Source: an optimization exercise on an open RTL-to-GDS flow (aim: a short achievable clock period and few clock cycles per item). Production flows keep margins and buffers that such runs may drop. The RTL was checked by simulation tests, not by an equivalence proof against the original design. Power figures rest on the tool's default switching activity, not on a simulated workload.

## bcs
module bcs (
    input  wire       clk,
    input  wire       rst,           
    input  wire       we,
    input  wire [4:0] addr,
    input  wire [7:0] wdata,
    output wire [7:0] rdata,
    input  wire       push_valid,
    input  wire [7:0] push_data,
    output wire       push_ready,
    output wire       pop_valid,
    output wire [7:0] pop_data,
    input  wire       pop_ready
);
Size in the first run: roughly 2400 cells after synthesis, about 410 flip-flops, ~44 I/O pins, ~20000 sq um of cells after synthesis.
clock: 6.0 ns
lec_check: 0
cap_margin: 20
core_margin: 2
core_utilization: 40
place_density: 0.6
setup_slack_margin: 3.2
slew_margin: 20
synth_hierarchical: 1
pre_io_placement_tcl: /design/flow/flow/io.tcl
standard.sh (not shown) runs the stock make flow with config.mk's settings and CLKGATE_MAP_FILE= SYNTH_SCRIPT=/design/flow/synth_recipe.tcl, a recipe that flattens the netlist after the stock synthesis.
==> flow/flow/run.sh <==
#!/bin/bash
# The standard layout, with the read-path pins placed together (flow/io.tcl,
# run just before IO placement). Each tool's output goes to ORFS's own logs
# under orfs/logs; standard.sh's output goes to standard.log here.
set -euo pipefail
here=$(pwd)
echo "export PRE_IO_PLACEMENT_TCL = $here/flow/io.tcl" >> "$FLOW_CONFIG"
bash standard.sh > standard.log 2>&1
==> flow/flow/io.tcl <==
# Before IO placement: keep the register window's address inputs and read
# data outputs together in the middle of the left edge, so the read path
# (addr to rdata, through the read mux) stays short.
set die [ord::get_die_area]
set h [expr {[lindex $die 3] - [lindex $die 1]}]
set lo [expr {int([lindex $die 1] + 0.42 * $h)}]
set hi [expr {int([lindex $die 1] + 0.58 * $h)}]
set rd_pins {}
foreach p {addr[4] addr[3] addr[2] addr[1] addr[0]
           rdata[0] rdata[1] rdata[2] rdata[3] rdata[4] rdata[5] rdata[6] rdata[7]} {
  lappend rd_pins [get_ports $p]
}
set_io_pin_constraint -pin_names $rd_pins -region left:$lo-$hi
Testbench counts at the start, summed over its fixed seeds: cycles 47,101, bytes 46,188.
Rerun with:
--- a/flow/design.v
+++ b/flow/design.v
@@ -96,44 +96,39 @@
     assign rd_src[5'h17] = name[5];
     assign rd_src[5'h18] = name[6];
     assign rd_src[5'h19] = name[7];
     assign rd_src[5'h1A] = name[8];
     assign rd_src[5'h1B] = name[9];
     assign rd_src[5'h1C] = chk;
     assign rd_src[5'h1D] = blen[7:0];
     assign rd_src[5'h1E] = blen[15:8];
     assign rd_src[5'h1F] = 8'h00;
-    wire [3:0] lo_sel;                   
-    bcs_dec2 u_lo_dec (.a(addr[1:0]), .y(lo_sel));
-    genvar b, l;
+    wire [7:0] grp_sel;                  
+    bcs_dec3 u_grp_dec (.a(addr[4:2]), .y(grp_sel));
+    genvar b, h;
     generate
         for (b = 0; b < 8; b = b + 1) begin : g_rd
-            wire [7:0] grp_sel;          
-            if (b % 2 == 0) begin : g_dec
-                bcs_dec3 u_grp_dec (.a(addr[4:2]), .y(grp_sel));
-            end else begin : g_nodec
-                assign grp_sel = g_rd[b-1].grp_sel;
+            wire [3:0] lo_sel;           
+            wire [7:0] grp_n;            
+            bcs_dec2 u_lo_dec (.a(addr[1:0]), .y(lo_sel));
+            for (h = 0; h < 8; h = h + 1) begin : g_grp
+                wire m01_n, m23_n, m_any;
+                bcs_ao22i u_m01 (.a1(lo_sel[0]), .a2(rd_src[4*h+0][b]),
+                                 .b1(lo_sel[1]), .b2(rd_src[4*h+1][b]), .y(m01_n));
+                bcs_ao22i u_m23 (.a1(lo_sel[2]), .a2(rd_src[4*h+2][b]),
+                                 .b1(lo_sel[3]), .b2(rd_src[4*h+3][b]), .y(m23_n));
+                bcs_nand2 u_any (.a(m01_n), .b(m23_n), .y(m_any));
+                bcs_nand2 u_grp (.a(m_any), .b(grp_sel[h]), .y(grp_n[h]));
             end
-            wire [3:0] col_n;            
-            for (l = 0; l < 4; l = l + 1) begin : g_col
-                wire m01_n, m23_n, m45_n, m67_n, col;
-                bcs_ao22i u_m01 (.a1(grp_sel[0]), .a2(rd_src[0*4+l][b]),
-                                 .b1(grp_sel[1]), .b2(rd_src[1*4+l][b]), .y(m01_n));
-                bcs_ao22i u_m23 (.a1(grp_sel[2]), .a2(rd_src[2*4+l][b]),
-                                 .b1(grp_sel[3]), .b2(rd_src[3*4+l][b]), .y(m23_n));
-                bcs_ao22i u_m45 (.a1(grp_sel[4]), .a2(rd_src[4*4+l][b]),
-                                 .b1(grp_sel[5]), .b2(rd_src[5*4+l][b]), .y(m45_n));
-                bcs_ao22i u_m67 (.a1(grp_sel[6]), .a2(rd_src[6*4+l][b]),
-                                 .b1(grp_sel[7]), .b2(rd_src[7*4+l][b]), .y(m67_n));
-                bcs_nand4 u_col (.a(m01_n), .b(m23_n), .c(m45_n), .d(m67_n), .y(col));
-                bcs_nand2 u_sel (.a(col), .b(lo_sel[l]), .y(col_n[l]));
-            end
-            bcs_nand4 u_out (.a(col_n[0]), .b(col_n[1]), .c(col_n[2]), .d(col_n[3]), .y(rdata[b]));
+            wire lo_n, hi_n;
+            bcs_and4  u_lo (.a(grp_n[0]), .b(grp_n[1]), .c(grp_n[2]), .d(grp_n[3]), .y(lo_n));
+            bcs_and4  u_hi (.a(grp_n[4]), .b(grp_n[5]), .c(grp_n[6]), .d(grp_n[7]), .y(hi_n));
+            bcs_nand2 u_out (.a(lo_n), .b(hi_n), .y(rdata[b]));
         end
     endgenerate
     wire cmd_wr      = we && (addr == 5'h00);
     wire cmd_legal   = (wdata[7:4] == 4'h0) && (wdata[3:0] <= 4'h4);
     wire plen_ovf    = ovfchk && (plen_b3_nz || plen_b2_nz || (plen_b1_ff && plen_b0_fe));
     wire [15:0] plen_plus2 = plen[15:0] + 16'd2;
     always @(posedge clk) begin
         if (rst) begin
             ovfchk  <= 1'b0;
@@ -344,13 +339,13 @@
     assign y[7] =  a[2] &  a[1] &  a[0];
 endmodule
 module bcs_ao22i (input wire a1, input wire a2, input wire b1, input wire b2,
                   output wire y);
     assign y = ~((a1 & a2) | (b1 & b2));
 endmodule
 module bcs_nand2 (input wire a, input wire b, output wire y);
     assign y = ~(a & b);
 endmodule
-module bcs_nand4 (input wire a, input wire b, input wire c, input wire d,
-                  output wire y);
-    assign y = ~(a & b & c & d);
+module bcs_and4 (input wire a, input wire b, input wire c, input wire d,
+                 output wire y);
+    assign y = a & b & c & d;
 endmodule
What happened: Non-clock buffer count goes down by 26; maximum frequency increases by 0.89%; power goes down by 1.9%; final cell count rises by 1.8%; setup slack is better by 0.034 ns; die area climbs by 1.3%; via count goes up by 1.3%; first-iteration DRC count rises by 15%; sequential power barely changes; utilization came out lower by 0.53 points; cell area came out lower by 0.44%; wire length goes down by 3.3%.
Testbench counts after the change, summed over its fixed seeds: cycles 47,101, bytes 46,188.

re-timing with driven ports:
Ports are ideal in the flow. The routed layouts listed here were re-timed in OpenROAD. Step 1 assumes that a clkbuf_16 drives the clock port and a buf_2 every other input. Step 2 times the ports against the registers' clock, not the clock port: input delays grow and output delays shrink by t, the midpoint of the rising clock arrivals with the driver on. Three values: ideal ports, drivers, drivers and shift; two values: the first two.
| run | t (ns) | setup WS [ns] | latest minus earliest clock arrival (ns) | worst register clock-pin slew, ns | worst data-port slew with drivers (ns) |
|---|---|---|---|---|---|
| the first run | 0.633 | 2.203 / 1.926 / 1.926 | 0.026 / 0.027 | 0.07 / 0.07 | 0.33 |
| the second run | 0.647 | 2.236 / 2.035 / 2.035 | 0.031 / 0.031 | 0.06 / 0.06 | 0.35 |
After both steps setup and hold are still met in every run listed. For the first run, which loses most, drivers alone change the setup slack by -0.277 ns; drivers and shift together by -0.277 ns.
